From an optimization exercise on the open Yosys and OpenROAD flow, aimed at small area; shortcuts taken in it are not production practice.
The RTL was checked by simulation tests, not by an equivalence proof against the original design.
Power figures rest on the tool's default switching activity, not on a simulated workload.

==> flow/design.v <==
module lsc_i2c #(
    parameter integer P_SCL_HALF           = 5,
    parameter integer P_BUS_TIMEOUT_CYCLES = 100
) (
    input  wire        clk,
    input  wire        rst_n,
    input  wire        req,         
    input  wire        rd,          
    input  wire [6:0]  addr,
    input  wire [2:0]  nbytes,      
    input  wire [23:0] wdata,       
    output reg         done,        
    output reg  [1:0]  result,
    output reg  [31:0] rdata,       
    input  wire        scl_i,
    input  wire        sda_i,
    output reg         scl_oe,
    output reg         sda_oe
);
    localparam [3:0] I_IDLE    = 4'd0,
                     I_START_A = 4'd1,
                     I_START_B = 4'd2,
                     I_START_C = 4'd3,
                     I_LOW     = 4'd4,
                     I_RISE    = 4'd5,
                     I_HIGH    = 4'd6,
                     I_STOP_A  = 4'd7,
                     I_STOP_B  = 4'd8,
                     I_STOP_C  = 4'd9,
                     I_STOP_D  = 4'd10;
    reg [3:0]  st;
    reg [15:0] hcnt;        
    reg [15:0] tcnt;        
    reg        rd_q;
    reg [6:0]  addr_q;
    reg [2:0]  nbytes_q;
    reg [23:0] wdata_q;
    reg [2:0]  byte_idx;    
    reg [3:0]  bit_idx;     
    reg [7:0]  sh;
    reg [1:0]  res_q;
    wire last_byte = (byte_idx == nbytes_q);
    reg tx_bit;
    always @(*) begin
        if (bit_idx == 4'd8)
            tx_bit = (rd_q && byte_idx != 3'd0) ? last_byte : 1'b1;
        else if (rd_q && byte_idx != 3'd0)
            tx_bit = 1'b1;
        else
            tx_bit = sh[7];
    end
    wire [7:0] next_wbyte = (byte_idx == 3'd0) ? wdata_q[7:0] :
                            (byte_idx == 3'd1) ? wdata_q[15:8] : wdata_q[23:16];
    always @(posedge clk or negedge rst_n) begin
        if (!rst_n) begin
            st     <= I_IDLE;
            done   <= 1'b0;
            result <= 2'd0;
            rdata  <= 32'd0;
            scl_oe <= 1'b0;
            sda_oe <= 1'b0;
            hcnt   <= 16'd0;
            tcnt   <= 16'd0;
            rd_q     <= 1'b0;
            addr_q   <= 7'd0;
            nbytes_q <= 3'd0;
            wdata_q  <= 24'd0;
            byte_idx <= 3'd0;
            bit_idx  <= 4'd0;
            sh       <= 8'd0;
            res_q    <= 2'd0;
        end else begin
            done <= 1'b0;
            case (st)
                I_IDLE: begin
                    scl_oe <= 1'b0;
                    sda_oe <= 1'b0;
                    if (req) begin
                        rd_q     <= rd;
                        addr_q   <= addr;
                        nbytes_q <= nbytes;
                        wdata_q  <= wdata;
                        rdata    <= 32'd0;
                        hcnt     <= P_SCL_HALF - 1;
                        st       <= I_START_A;
                    end
                end
                I_START_A: begin                     
                    if (hcnt == 0) begin
                        sda_oe <= 1'b1;              
                        hcnt   <= P_SCL_HALF - 1;
                        st     <= I_START_B;
                    end else hcnt <= hcnt - 1;
                end
                I_START_B: begin
                    if (hcnt == 0) begin
                        scl_oe   <= 1'b1;
                        hcnt     <= P_SCL_HALF - 1;
                        st       <= I_START_C;
                    end else hcnt <= hcnt - 1;
                end
                I_START_C: begin
                    if (hcnt == 0) begin
                        byte_idx <= 3'd0;
                        bit_idx  <= 4'd0;
                        sh       <= {addr_q, rd_q};
                        hcnt     <= P_SCL_HALF - 1;
                        st       <= I_LOW;
                    end else hcnt <= hcnt - 1;
                end
                I_LOW: begin                         
                    scl_oe <= 1'b1;
                    sda_oe <= ~tx_bit;
                    if (hcnt == 0) begin
                        scl_oe <= 1'b0;
                        tcnt   <= 16'd0;
                        st     <= I_RISE;
                    end else hcnt <= hcnt - 1;
                end
                I_RISE: begin                        
                    if (scl_i) begin
                        hcnt <= P_SCL_HALF - 1;
                        st   <= I_HIGH;
                    end else if (tcnt == P_BUS_TIMEOUT_CYCLES) begin
                        scl_oe <= 1'b0;
                        sda_oe <= 1'b0;
                        result <= 2'd3;
                        done   <= 1'b1;
                        st     <= I_IDLE;
                    end else tcnt <= tcnt + 1;
                end
                I_HIGH: begin
                    if (hcnt == 0) begin
                        scl_oe <= 1'b1;
                        hcnt   <= P_SCL_HALF - 1;
                        if (bit_idx != 4'd8) begin
                            sh      <= {sh[6:0], sda_i};
                            bit_idx <= bit_idx + 4'd1;
                            st      <= I_LOW;
                        end else begin
                            bit_idx <= 4'd0;
                            if (byte_idx == 3'd0) begin
                                if (sda_i) begin
                                    res_q <= 2'd1;
                                    st    <= I_STOP_A;
                                end else begin
                                    byte_idx <= 3'd1;
                                    sh       <= rd_q ? 8'hFF : next_wbyte;
                                    st       <= I_LOW;
                                end
                            end else if (!rd_q && sda_i) begin
                                res_q <= 2'd2;
                                st    <= I_STOP_A;
                            end else begin
                                if (rd_q)
                                    rdata[8*(byte_idx-1) +: 8] <= sh;
                                if (last_byte) begin
                                    res_q <= 2'd0;
                                    st    <= I_STOP_A;
                                end else begin
                                    byte_idx <= byte_idx + 3'd1;
                                    sh       <= rd_q ? 8'hFF : next_wbyte;
                                    st       <= I_LOW;
                                end
                            end
                        end
                    end else hcnt <= hcnt - 1;
                end
                I_STOP_A: begin                      
                    scl_oe <= 1'b1;
                    sda_oe <= 1'b1;
                    if (hcnt == 0) begin
                        scl_oe <= 1'b0;
                        tcnt   <= 16'd0;
                        st     <= I_STOP_B;
                    end else hcnt <= hcnt - 1;
                end
                I_STOP_B: begin                      
                    if (scl_i) begin
                        hcnt <= P_SCL_HALF - 1;
                        st   <= I_STOP_C;
                    end else if (tcnt == P_BUS_TIMEOUT_CYCLES) begin
                        scl_oe <= 1'b0;
                        sda_oe <= 1'b0;
                        result <= 2'd3;
                        done   <= 1'b1;
                        st     <= I_IDLE;
                    end else tcnt <= tcnt + 1;
                end
                I_STOP_C: begin
                    if (hcnt == 0) begin
                        sda_oe <= 1'b0;              
                        hcnt   <= P_SCL_HALF - 1;
                        st     <= I_STOP_D;
                    end else hcnt <= hcnt - 1;
                end
                I_STOP_D: begin
                    if (hcnt == 0) begin
                        result <= res_q;
                        done   <= 1'b1;
                        st     <= I_IDLE;
                    end else hcnt <= hcnt - 1;
                end
                default: st <= I_IDLE;
            endcase
        end
    end
endmodule
module lsc_map (
    input  wire        clk,
    input  wire        rst_n,
    input  wire        in_valid,
    output wire        in_ready,
    input  wire        in_imm,
    input  wire        in_mtrunc,
    input  wire [15:0] in_value,
    input  wire [15:0] in_rmin,
    input  wire [15:0] in_rmax,
    output wire        out_valid,
    input  wire        out_ready,
    output reg  [7:0]  out_angle,
    output reg  [31:0] out_lux
);
    localparam [2:0] S_IDLE  = 3'd0,
                     S_PREP1 = 3'd1,
                     S_PREP2 = 3'd2,
                     S_DIV   = 3'd3,
                     S_DONE  = 3'd4;
    localparam NUM_W = 27;    
    localparam DEN_W = 19;    
    reg [2:0]  state;
    reg        imm_q;
    reg        mtrunc_q;
    reg [15:0] value_q;
    reg [15:0] rmin_q;
    reg [15:0] rmax_q;
    reg [18:0] p_q;
    reg [18:0] lo_q;
    reg [18:0] hi_q;
    reg [NUM_W-1:0] quo_q;      
    reg [DEN_W-1:0] rem_q;
    reg [DEN_W-1:0] den_q;
    reg [4:0]       count_q;
    assign in_ready  = (state == S_IDLE);
    assign out_valid = (state == S_DONE);
    wire [33:0] lux_full  = ({18'd0, value_q} * 34'd163840) / 34'd3;
    wire [18:0] five_raw  = {3'd0, value_q} * 19'd5;
    wire [18:0] trunc_lux = five_raw / 19'd6;
    reg [18:0] p_d, lo_d, hi_d;
    always @(*) begin
        if (imm_q) begin
            p_d  = {3'd0, value_q};
            lo_d = {3'd0, rmin_q};
            hi_d = {3'd0, rmax_q};
        end else if (mtrunc_q) begin
            p_d  = trunc_lux;
            lo_d = {3'd0, rmin_q};
            hi_d = {3'd0, rmax_q};
        end else begin
            p_d  = five_raw;
            lo_d = {3'd0, rmin_q} * 19'd6;
            hi_d = {3'd0, rmax_q} * 19'd6;
        end
    end
    wire [NUM_W-1:0] num_d = {8'd0, p_q - lo_q} * 27'd180;
    wire [DEN_W-1:0] den_d = hi_q - lo_q;
    wire [DEN_W:0]   rem_sh  = {rem_q, quo_q[NUM_W-1]};
    wire             q_bit   = (rem_sh >= {1'b0, den_q});
    wire [DEN_W:0]   rem_sub = rem_sh - {1'b0, den_q};
    wire [DEN_W-1:0] rem_nx  = q_bit ? rem_sub[DEN_W-1:0] : rem_sh[DEN_W-1:0];
    always @(posedge clk or negedge rst_n) begin
        if (!rst_n) begin
            state     <= S_IDLE;
            imm_q     <= 1'b0;
            mtrunc_q  <= 1'b0;
            value_q   <= 16'd0;
            rmin_q    <= 16'd0;
            rmax_q    <= 16'd0;
            p_q       <= 19'd0;
            lo_q      <= 19'd0;
            hi_q      <= 19'd0;
            quo_q     <= {NUM_W{1'b0}};
            rem_q     <= {DEN_W{1'b0}};
            den_q     <= {DEN_W{1'b0}};
            count_q   <= 5'd0;
            out_angle <= 8'd0;
            out_lux   <= 32'd0;
        end else begin
            case (state)
                S_IDLE: begin
                    if (in_valid) begin
                        imm_q    <= in_imm;
                        mtrunc_q <= in_mtrunc;
                        value_q  <= in_value;
                        rmin_q   <= in_rmin;
                        rmax_q   <= in_rmax;
                        state    <= S_PREP1;
                    end
                end
                S_PREP1: begin
                    p_q     <= p_d;
                    lo_q    <= lo_d;
                    hi_q    <= hi_d;
                    out_lux <= lux_full[31:0];
                    state   <= S_PREP2;
                end
                S_PREP2: begin
                    if (p_q < lo_q) begin
                        out_angle <= 8'd0;
                        state     <= S_DONE;
                    end else if (p_q > hi_q) begin
                        out_angle <= 8'd180;
                        state     <= S_DONE;
                    end else begin
                        quo_q   <= num_d;
                        rem_q   <= {DEN_W{1'b0}};
                        den_q   <= den_d;
                        count_q <= 5'd0;
                        state   <= S_DIV;
                    end
                end
                S_DIV: begin
                    rem_q   <= rem_nx;
                    quo_q   <= {quo_q[NUM_W-2:0], q_bit};
                    count_q <= count_q + 5'd1;
                    if (count_q == NUM_W - 1) begin
                        out_angle <= {quo_q[6:0], q_bit};
                        state     <= S_DONE;
                    end
                end
                S_DONE: begin
                    if (out_ready)
                        state <= S_IDLE;
                end
                default: state <= S_IDLE;
            endcase
        end
    end
endmodule
module lsc #(
    parameter integer P_TICK_CYCLES        = 1000,   
    parameter integer P_SCL_HALF           = 5,      
    parameter integer P_BUS_TIMEOUT_CYCLES = 100
) (
    input  wire        clk,
    input  wire        rst_n,
    input  wire        psel,
    input  wire        penable,
    input  wire        pwrite,
    input  wire [7:0]  paddr,
    input  wire [31:0] pwdata,
    output reg  [31:0] prdata,
    output wire        pready,
    output wire        pslverr,
    input  wire        scl_i,
    input  wire        sda_i,
    output wire        scl_oe,
    output wire        sda_oe,
    output wire [7:0]  angle_o,
    output reg         angle_stb
);
    assign pready  = 1'b1;
    assign pslverr = 1'b0;
    reg        mtrunc;
    reg [1:0]  mode;           
    reg        ready;
    reg        rawv;
    reg        done_f;
    reg [3:0]  errcode;
    reg [2:0]  haltr;
    reg [10:1] errs;
    reg [6:0]  addr_a;
    reg [31:0] rxdata;
    reg [15:0] raw;
    reg [31:0] lux;
    reg [7:0]  angle;
    reg [15:0] rmin, rmax;
    reg [15:0] dly_pon, dly_conv, dly_poll;
    reg [3:0]  pc;
    reg [31:0] seq [0:15];
    reg        stop_req;
    reg [31:0] cur;
    assign angle_o = angle;
    wire       hwr  = psel & penable & pwrite;
    wire [5:0] widx = paddr[7:2];
    wire       busy = (mode != 2'd0);
    wire       w_cfg = (widx == 6'h04) || (widx >= 6'h09 && widx <= 6'h0D) ||
                       (widx >= 6'h10 && widx <= 6'h1F);
    wire [31:0] status = {14'd0, mode, 1'b0, haltr, errcode, 3'd0, done_f,
                          (errcode != 4'd0), rawv, ready, busy};
    always @(*) begin
        case (widx)
            6'h00: prdata = {30'd0, mtrunc, (mode == 2'd1)};
            6'h01: prdata = status;
            6'h02: prdata = {21'd0, errs, 1'b0};
            6'h04: prdata = {25'd0, addr_a};
            6'h05: prdata = rxdata;
            6'h06: prdata = {16'd0, raw};
            6'h07: prdata = lux;
            6'h08: prdata = {24'd0, angle};
            6'h09: prdata = {rmax, rmin};
            6'h0A: prdata = {16'd0, dly_pon};
            6'h0B: prdata = {16'd0, dly_conv};
            6'h0C: prdata = {16'd0, dly_poll};
            6'h0D: prdata = {28'd0, pc};
            default: prdata = (widx >= 6'h10 && widx <= 6'h1F) ? seq[widx[3:0]] : 32'd0;
        endcase
    end
    function automatic legal(input [31:0] w);
        begin
            case (w[31:28])
                4'h0, 4'h1, 4'h2, 4'h5: legal = (w[27:0] == 28'd0);
                4'h3: legal = (w[27:26] == 2'd0) &&
                              ((w[25:24] == 2'd0 && w[23:8] == 16'd0) ||
                               (w[25:24] == 2'd1 && w[23:16] == 8'd0) ||
                               (w[25:24] == 2'd2));
                4'h4: legal = (w[27:26] == 2'd0) && (w[23:0] == 24'd0);
                4'h6: legal = (w[27:25] == 3'd0) && (w[23:16] == 8'd0) &&
                              (w[24] || w[15:0] == 16'd0);
                4'h7: legal = (w[27:26] == 2'd0) && (w[23:16] == 8'd0) &&
                              (w[25:24] == 2'd0 || w[15:0] == 16'd0);
                4'h8, 4'h9: legal = (w[27:4] == 24'd0);
                default: legal = 1'b0;
            endcase
        end
    endfunction
    wire [31:0] fetch_w = (mode == 2'd1) ? seq[pc] : cur;
    wire [3:0]  op      = cur[31:28];
    localparam [3:0] S_IDLE    = 4'd0,
                     S_FETCH   = 4'd1,
                     S_WAIT    = 4'd2,
                     S_MAP     = 4'd3,
                     S_BUS     = 4'd4,
                     S_INIT_CK = 4'd5,
                     S_INIT_W1 = 4'd6,
                     S_INIT_D1 = 4'd7,
                     S_INIT_W2 = 4'd8,
                     S_INIT_D2 = 4'd9,
                     S_COMMIT  = 4'd10;
    reg [3:0]  st;
    reg [15:0] ticks_left;
    reg [15:0] pre;
    reg [3:0]  cm_err;        
    reg        cm_ec;         
    reg        cm_hard;
    reg        cm_halt;
    reg [3:0]  cm_next;
    reg         bus_req;
    reg         bus_rd;
    reg  [2:0]  bus_n;
    reg  [23:0] bus_wdata;
    wire        bus_done;
    wire [1:0]  bus_res;
    wire [31:0] bus_rdata;
    lsc_i2c #(
        .P_SCL_HALF(P_SCL_HALF),
        .P_BUS_TIMEOUT_CYCLES(P_BUS_TIMEOUT_CYCLES)
    ) u_i2c (
        .clk(clk), .rst_n(rst_n),
        .req(bus_req), .rd(bus_rd), .addr(addr_a), .nbytes(bus_n), .wdata(bus_wdata),
        .done(bus_done), .result(bus_res), .rdata(bus_rdata),
        .scl_i(scl_i), .sda_i(sda_i), .scl_oe(scl_oe), .sda_oe(sda_oe)
    );
    reg         map_req;
    wire        map_valid;
    wire [7:0]  map_angle;
    wire [31:0] map_lux;
    wire        map_in_ready;
    lsc_map u_map (
        .clk(clk), .rst_n(rst_n),
        .in_valid(map_req), .in_ready(map_in_ready),
        .in_imm(cur[24]), .in_mtrunc(mtrunc),
        .in_value(cur[24] ? cur[15:0] : raw),
        .in_rmin(rmin), .in_rmax(rmax),
        .out_valid(map_valid), .out_ready(1'b1),
        .out_angle(map_angle), .out_lux(map_lux)
    );
    wire [15:0] meas_raw = {bus_rdata[7:0], bus_rdata[15:8]};
    wire [33:0] meas_lux = ({18'd0, meas_raw} * 34'd163840) / 34'd3;
    reg [10:1] errs_set;
    reg [10:1] errs_clr;
    integer i;
    always @(posedge clk or negedge rst_n) begin
        if (!rst_n) begin
            mtrunc     <= 1'b0;
            mode       <= 2'd0;
            ready      <= 1'b0;
            rawv       <= 1'b0;
            done_f     <= 1'b0;
            errcode    <= 4'd0;
            haltr      <= 3'd0;
            errs       <= 10'd0;
            addr_a     <= 7'h23;
            rxdata     <= 32'd0;
            raw        <= 16'd0;
            lux        <= 32'd0;
            angle      <= 8'd0;
            angle_stb  <= 1'b0;
            rmin       <= 16'd50;
            rmax       <= 16'd1000;
            dly_pon    <= 16'd10;
            dly_conv   <= 16'd180;
            dly_poll   <= 16'd200;
            pc         <= 4'd0;
            seq[0]     <= 32'h2000_0000;
            seq[1]     <= 32'h5000_0000;
            seq[2]     <= 32'h9000_0004;
            seq[3]     <= 32'h6000_0000;
            seq[4]     <= 32'h7300_0000;
            seq[5]     <= 32'h8000_0001;
            for (i = 6; i < 16; i = i + 1) seq[i] <= 32'd0;
            stop_req   <= 1'b0;
            cur        <= 32'd0;
            st         <= S_IDLE;
            ticks_left <= 16'd0;
            pre        <= 16'd0;
            cm_err     <= 4'd0;
            cm_ec      <= 1'b0;
            cm_hard    <= 1'b0;
            cm_halt    <= 1'b0;
            cm_next    <= 4'd0;
            bus_req    <= 1'b0;
            bus_rd     <= 1'b0;
            bus_n      <= 3'd1;
            bus_wdata  <= 24'd0;
            map_req    <= 1'b0;
        end else begin
            errs_set = 10'd0;
            errs_clr = 10'd0;
            bus_req   <= 1'b0;
            map_req   <= 1'b0;
            angle_stb <= 1'b0;
            if (hwr) begin
                if (w_cfg && busy) begin
                    errs_set[9] = 1'b1;                          
                end else begin
                    case (widx)
                        6'h00: begin
                            if (mode == 2'd0) begin
                                mtrunc <= pwdata[1];
                                if (pwdata[0]) begin                
                                    mode     <= 2'd1;
                                    done_f   <= 1'b0;
                                    haltr    <= 3'd0;
                                    stop_req <= 1'b0;
                                    st       <= S_FETCH;
                                end
                            end else if (mode == 2'd1 && !pwdata[0]) begin
                                stop_req <= 1'b1;
                            end
                        end
                        6'h02: errs_clr = pwdata[10:1];
                        6'h03: begin
                            if (busy) errs_set[10] = 1'b1;          
                            else begin
                                mode   <= 2'd2;
                                done_f <= 1'b0;
                                haltr  <= 3'd0;
                                cur    <= pwdata;
                                st     <= S_FETCH;
                            end
                        end
                        6'h04: addr_a <= pwdata[6:0];
                        6'h09: begin
                            if (pwdata[15:0] < pwdata[31:16]) begin
                                rmin <= pwdata[15:0];
                                rmax <= pwdata[31:16];
                            end else errs_set[8] = 1'b1;            
                        end
                        6'h0A: dly_pon  <= (pwdata[15:0] < 16'd10)  ? 16'd10  : pwdata[15:0];
                        6'h0B: dly_conv <= (pwdata[15:0] < 16'd180) ? 16'd180 : pwdata[15:0];
                        6'h0C: dly_poll <= pwdata[15:0];
                        6'h0D: pc <= pwdata[3:0];
                        default: begin
                            if (widx >= 6'h10 && widx <= 6'h1F)
                                seq[widx[3:0]] <= pwdata;
                        end
                    endcase
                end
            end
            case (st)
                S_IDLE: ;
                S_FETCH: begin
                    cm_err  <= 4'd0;
                    cm_ec   <= 1'b0;
                    cm_hard <= 1'b0;
                    cm_halt <= 1'b0;
                    cm_next <= pc + 4'd1;
                    if (mode == 2'd1 && stop_req) begin
                        mode     <= 2'd0;                         
                        done_f   <= 1'b1;
                        haltr    <= 3'd3;
                        stop_req <= 1'b0;
                        st       <= S_IDLE;
                    end else begin
                        cur <= fetch_w;
                        if (!legal(fetch_w)) begin
                            cm_err  <= 4'd6;                      
                            cm_ec   <= 1'b1;
                            cm_hard <= 1'b1;
                            st      <= S_COMMIT;
                        end else begin
                            case (fetch_w[31:28])
                                4'h0: begin cm_halt <= 1'b1; st <= S_COMMIT; end
                                4'h1: st <= S_COMMIT;
                                4'h2: begin                       
                                    ready <= 1'b0;
                                    rawv  <= 1'b0;
                                    cm_ec <= 1'b1;
                                    st    <= S_INIT_CK;
                                end
                                4'h3: begin                       
                                    cm_ec     <= 1'b1;
                                    bus_req   <= 1'b1;
                                    bus_rd    <= 1'b0;
                                    bus_n     <= {1'b0, fetch_w[25:24]} + 3'd1;
                                    bus_wdata <= fetch_w[23:0];
                                    st        <= S_BUS;
                                end
                                4'h4: begin                       
                                    cm_ec   <= 1'b1;
                                    bus_req <= 1'b1;
                                    bus_rd  <= 1'b1;
                                    bus_n   <= {1'b0, fetch_w[25:24]} + 3'd1;
                                    st      <= S_BUS;
                                end
                                4'h5: begin                       
                                    cm_ec <= 1'b1;
                                    if (!ready) begin
                                        cm_err  <= 4'd4;          
                                        cm_hard <= 1'b1;
                                        st      <= S_COMMIT;
                                    end else begin
                                        bus_req <= 1'b1;
                                        bus_rd  <= 1'b1;
                                        bus_n   <= 3'd2;
                                        st      <= S_BUS;
                                    end
                                end
                                4'h6: begin                       
                                    cm_ec <= 1'b1;
                                    if (!fetch_w[24] && !rawv) begin
                                        cm_err <= 4'd5;           
                                        st     <= S_COMMIT;
                                    end else begin
                                        map_req <= 1'b1;
                                        st      <= S_MAP;
                                    end
                                end
                                4'h7: begin                       
                                    case (fetch_w[25:24])
                                        2'd0: ticks_left <= fetch_w[15:0];
                                        2'd1: ticks_left <= dly_pon;
                                        2'd2: ticks_left <= dly_conv;
                                        default: ticks_left <= dly_poll;
                                    endcase
                                    pre <= 16'd0;
                                    st  <= S_WAIT;
                                end
                                4'h8: begin
                                    cm_next <= fetch_w[3:0];
                                    st      <= S_COMMIT;
                                end
                                default: begin                    
                                    if (errcode != 4'd0) cm_next <= fetch_w[3:0];
                                    st <= S_COMMIT;
                                end
                            endcase
                        end
                    end
                end
                S_WAIT: begin
                    if (ticks_left == 16'd0) st <= S_COMMIT;
                    else if (pre == P_TICK_CYCLES - 1) begin
                        pre        <= 16'd0;
                        ticks_left <= ticks_left - 16'd1;
                    end else pre <= pre + 16'd1;
                end
                S_MAP: begin
                    if (map_valid) st <= S_COMMIT;
                end
                S_BUS: begin
                    if (bus_done) begin
                        if (bus_res != 2'd0) cm_err <= {2'd0, bus_res};
                        st <= S_COMMIT;
                    end
                end
                S_INIT_CK: begin
                    if (!(scl_i && sda_i)) begin
                        cm_err  <= 4'd7;                          
                        cm_hard <= 1'b1;
                        st      <= S_COMMIT;
                    end else begin
                        bus_req   <= 1'b1;
                        bus_rd    <= 1'b0;
                        bus_n     <= 3'd1;
                        bus_wdata <= 24'h000001;
                        st        <= S_INIT_W1;
                    end
                end
                S_INIT_W1, S_INIT_W2: begin
                    if (bus_done) begin
                        if (bus_res != 2'd0) begin
                            cm_err <= {2'd0, bus_res};
                            st     <= S_COMMIT;
                        end else begin
                            ticks_left <= (st == S_INIT_W1) ? dly_pon : dly_conv;
                            pre        <= 16'd0;
                            st         <= (st == S_INIT_W1) ? S_INIT_D1 : S_INIT_D2;
                        end
                    end
                end
                S_INIT_D1, S_INIT_D2: begin
                    if (ticks_left == 16'd0) begin
                        if (st == S_INIT_D1) begin
                            bus_req   <= 1'b1;
                            bus_rd    <= 1'b0;
                            bus_n     <= 3'd1;
                            bus_wdata <= 24'h000010;
                            st        <= S_INIT_W2;
                        end else st <= S_COMMIT;
                    end else if (pre == P_TICK_CYCLES - 1) begin
                        pre        <= 16'd0;
                        ticks_left <= ticks_left - 16'd1;
                    end else pre <= pre + 16'd1;
                end
                S_COMMIT: begin
                    if (cm_err == 4'd0) begin
                        case (op)
                            4'h2: ready <= 1'b1;
                            4'h4: rxdata <= bus_rdata;
                            4'h5: begin
                                rxdata <= {16'd0, bus_rdata[15:0]};
                                raw    <= meas_raw;
                                lux    <= meas_lux[31:0];
                                rawv   <= 1'b1;
                            end
                            4'h6: begin
                                angle     <= map_angle;
                                angle_stb <= 1'b1;
                                if (!cur[24]) rawv <= 1'b0;
                            end
                            default: ;
                        endcase
                    end else if (op == 4'h5 && cm_err != 4'd4 && cm_err != 4'd6) begin
                        rawv <= 1'b0;                             
                    end
                    if (cm_ec) errcode <= cm_err;
                    if (cm_err != 4'd0) errs_set[cm_err] = 1'b1;
                    if (cm_hard) begin
                        mode     <= 2'd0;                         
                        done_f   <= 1'b1;
                        haltr    <= 3'd2;
                        stop_req <= 1'b0;
                        st       <= S_IDLE;
                    end else if (mode == 2'd2) begin
                        mode     <= 2'd0;                         
                        done_f   <= 1'b1;
                        haltr    <= 3'd4;
                        st       <= S_IDLE;
                    end else if (cm_halt) begin
                        pc       <= pc + 4'd1;                    
                        mode     <= 2'd0;
                        done_f   <= 1'b1;
                        haltr    <= 3'd1;
                        stop_req <= 1'b0;
                        st       <= S_IDLE;
                    end else begin
                        pc <= cm_next;
                        st <= S_FETCH;
                    end
                end
                default: st <= S_IDLE;
            endcase
            errs <= (errs & ~errs_clr) | errs_set;
        end
    end
endmodule
==> flow/run.sh <==
#!/bin/bash
# synth_recipe.tcl (not shown) runs the flow's synth.tcl, then flattens the netlist and writes it again
# the make line also repeats each setting of config.mk as NAME=value (left out here)
make -C /OpenROAD-flow-scripts/flow DESIGN_CONFIG=/design/flow/config.mk WORK_HOME=/design/flow/orfs CLKGATE_MAP_FILE= SYNTH_SCRIPT=/design/flow/synth_recipe.tcl finish
==> flow/config.mk <==
export PLATFORM = sky130hd
export DESIGN_NAME = lsc
export DESIGN_NICKNAME = lsc
export VERILOG_FILES = /design/flow/design.v
export SDC_FILE = /design/flow/constraint.sdc
export NUM_CORES = 4
export LEC_CHECK = 0
export CAP_MARGIN = 20
export CORE_MARGIN = 2
export CORE_UTILIZATION = 40
export SLEW_MARGIN = 20
==> flow/constraint.sdc <==
create_clock -name core_clock -period 30.0 [get_ports {clk}]
set_input_delay 6.0000 -clock core_clock [delete_from_list [all_inputs] [get_ports {clk}]]
set_output_delay 6.0000 -clock core_clock [all_outputs]
set_load 0.01 [all_outputs]
==> key figures <==
Route
  – Drt first-iter violations: roughly 7400
  – Initial DRT Pass Iterations: 9
  – Antenna viol nets, final: 0
  – Routed vias: 61200
  – Post-route DRC: 0
  – Vias per std cell: 6.31
  – Detailed Route WL: around 260000 um
  – Drt wl/cell: 27.3 um

Power
  – Net Sw Power: 1.49 mW
  – Clock share of power: 0.385
  – Design Power: 4.41 mW
  – Peak supply drop: 0.0442 mV
  – Leak: 35.7 nW
  – Sw Ratio: 0.338
  – Part of the power in registers: 0.403
  – Comb power frac: 0.212
  – Internal power: roughly 2.9 mW
  – PwrDens: 56.3 nW/um^2

Synthesis
  – Mux contribution to synthesized area: 0.115
  – Complex-gate fraction of the synthesized area: 0.211
  – Synthesized flop and latch total: about 1100
  – Simple-Gate Fraction of Synth Area: 0.137
  – EDFF count, synth: 0
  – Synth Flop Type: dfrtp_1
  – Largest family of logic cells by synthesized area: compound AO/OA/AOI/OAI gates
  – Area of the mapped netlist: ~70000 um^2
  – Synth top area share: 0.394
  – Synth Area in XOR/XNOR: 0.0276
  – Largest cells by area after synthesis: dfrtp_1, mux2_2, ha_1, nand2_1, a21oi_1
  – Syn avg cell area: 9.52 um^2
  – Post-synth ARST share: 1.00
  – Sequential-to-total area share from yosys stat: 0.408
  – Synth Area in Adders: 0.0602
  – Post-synth top area cell: dfrtp_1
  – Cells after Synth: 7332
  – Ys Warns: 4
  – Synth Net Count: between 7000 and 8000
  – Count of cell types in the netlist: 126

Worst setup path
  – CP max stage cell: or4_4
  – Crit path largest cell delay: 0.69 ns
  – Arrival time at the worst endpoint: 28.69 ns
  – Crit path max-delay family: simple AND/OR/NAND/NOR gates
  – CP Capture Type: flip-flop
  – Req. time, crit path: 30.67 ns
  – Critical path class: reg2reg
  – CP max FO: 15
  – WP buf/inv: 13
  – CP most frequent cell: ha_1
  – Worst setup path startpoint: u_i2c.rdata[9]
  – Critical Path Start Type: flip-flop
  – Reg2reg start: u_i2c.rdata[9]
  – R2r setup slk: 1.98 ns

Floorplanning
  – Starting Density: 0.402
  – Core Area: 174000 um^2
  – Die area: 178000 um^2
  – Row count: 153
  – Die height: 422 um
  – Die X: 422 um
  – IO Count: ~90

Final layout
  – Area occupied by multi-input gates: about 39000 um^2
  – Fill cell count: 16600
  – Area grow syn2layout: 12.0%
  – Register area: 28500 um^2
  – NumNets Final: 7613
  – Final Core Density: 0.451
  – Layout cells sized above 1: 0.168
  – Final instance area: around 78000 um^2

Timing
  – Slew @ Worst Pin: 1.29 ns
  – Count of final hold-check violations: 0
  – Slew HR: 0.132
  – Clock Skew: between 0.05 and 0.06 ns
  – Final max-slew violation count: 0
  – Achievable Freq: 0.0357 GHz
  – Period utilization: 0.934
  – Final TNS setup: 0 ns
  – Hold Worst Slack: 0.468 ns
  – Period minus WS final: around 28 ns
  – # setup viols final: 0

Global route
  – Total grt overflow: 0
  – Antenna violations before repair: 14
  – First-pass GRT wire length: 389000 um
  – Largest net degree at the start of global routing: ~180
  – Vias in the first global route: 58800
  – GRT Util Overall: 0.288

Placed design
  – PortBufs: 87
  – Area after DPL: 73400 um^2
  – Dpl hpwl: 175000 um
  – GP Congestion: approximately 0.97

Hold path
  – Hold Startpoint: bus_wdata[18]
  – HP Class: reg2reg

Clock network
  – Later-pin clock latency in the skew report: between 0.8 and 0.9 ns
  – Clk buf depth: 3
  – H-tree lvl count: 4
  – Num CTS Buffers: 133
  – Root Buffer: clkbuf_16
  – CTS tree: built
  – Clk sinks: ~1100
  – CTS clk-pin slew, worst paths: 0.06 ns

Status
  – Status: finished clean

Run
  – Max Cap Viol: 0
worst paths after layout:
| kind | depth (start not counted) | end |
|---|---|---|
| worst max-delay path | 114 | lux[0] |
| worst min-delay path | 2 | u_i2c.wdata_q[18] |
| worst max register to register | 114 | lux[0] |
| worst min register to register | 2 | u_i2c.wdata_q[18] |
| max in group asynchronous | 6 | seq[4][10] |
| min in group asynchronous | 1 | u_map.quo_q[18] |
registers in the layout, indices dropped and copies added, names as in the netlist, 24 cells and up:
| signal | cells |
|---|---|
| cur | 32 |
| rxdata | 32 |
| seq | 512 |
| lux | 32 |
| bus_wdata | 24 |
| u_i2c.wdata_q | 24 |
| u_map.quo_q | 27 |
| u_i2c.rdata | 32 |
cell families after synthesis:
group,after synthesis
AND/OR/NAND/NOR,2066
buffers and inverters,749
XOR/XNOR,218
multiplexers,722
flip-flops,1136
AO/OA/AOI/OAI,2125
other,2
adder cells (fa/ha/maj),314
Yosys cell counts (138+ instances only):
library cell and instances:
a21oi_1 462, nand2_1 825, mux2_2 630, clkbuf_1 408, ha_1 269, o21ai_0 389, xnor2_1 138, inv_1 267
dfrtp_1 1099, a221oi_1 143, nor2_1 474, nand3_1 152, a22oi_1 296
worst reg2reg max path: cells and delay by family (launching register included):
kind | cells | cell delay [ns]
mux | 1 | 0.29
flops | 1 | 0.52
compound gates | 34 | 7.94
simple gates | 39 | 9.64
xor+xnor | 9 | 1.75
fa+ha+maj | 18 | 5.28
buf+inv | 13 | 2.46
per-layer routing:
metal,up-vias,track usage,part of all wire
li1,27000,-,-
met2,3220,0.435,0.43
met4,2,0.187,0.074
met3,895,0.0616,0.094
met1,30100,0.374,0.40
met5,-,0.00161,0.000049
timing repair:
item                                    4_1_cts  5_1_grt
hold buffers                                  0        0
endpoints found under the setup margin        0        3
gates resized for setup                       0       30
setup buffers                                 0        8
layout by cell type, fill, tap and decap left out, types with 113 or more instances in the layout:
master	n
clkbuf_16	135
inv_1	267
mux2_2	630
o21ai_0	388
dfrtp_1	1098
xnor2_1	138
nand2_1	820
a22oi_1	296
nand4_1	113
nor2_1	454
buf_4	173
ha_1	265
nand3_1	151
a221oi_1	142
a21oi_1	461
metrics by stage:
stage | std cells | worst slack, ns
after floorplan | 7332 | 4.85
after detailed placement | 9438 | 0.623
after global placement | 9438 | 1.03
after CTS | 9677 | 0.440
final | 9693 | 1.98
after global routing | 9689 | -0.0118
power by group through the flow:
stage | logic [mW] | clock network (mW) | registers [mW]
2_1_floorplan | 0.554 | 0 | 1.74
3_3_place_gp | 0.883 | 0 | 1.79
3_5_place_dp | 0.894 | 0 | 1.80
4_1_cts | 0.898 | 1.71 | 1.77
5_1_grt | 0.986 | 1.78 | 1.79
6_report | 0.935 | 1.70 | 1.77
cell type report:
cell class,instances,area share
multi-input cells,5448,0.498
flip-flops and latches,1136,0.364
clock buffers,202,0.0505
well taps,2325,0.0372
repair buffers,264,0.0288
inverters,275,0.0133
clock inverters,37,0.00763
diodes,6,0.000192

-- static timing again, ports no longer ideal --
The results above use ideal ports. As a check the final layout listed here was re-extracted and re-timed, cells and wires unchanged.
Step 1 (the two cells are an assumption about what drives the block):
set clk [get_ports {clk}]
set_driving_cell -lib_cell sky130_fd_sc_hd__clkbuf_16 $clk
set_driving_cell -lib_cell sky130_fd_sc_hd__buf_2 [delete_from_list [all_inputs] $clk]
Step 2 adds t to the input delays and takes it off the output delays; t is the mean of the earliest and latest rising clock arrival at the registers after step 1. Input paths then give back, and output paths get back, about the clock's delay inside the block.
Slacks: ideal / step 1 / step 2; pairs: ideal / step 1.
t (ns): 0.881
setup WS [ns]: 1.980 / 1.980 / 1.980
worst setup path at the end: register to register
clock arrival spread, ns: 0.051 / 0.051
After both steps this run still meets setup and hold. For this run, drivers alone change the setup slack by 0.000 ns; drivers and shift together by 0.000 ns.
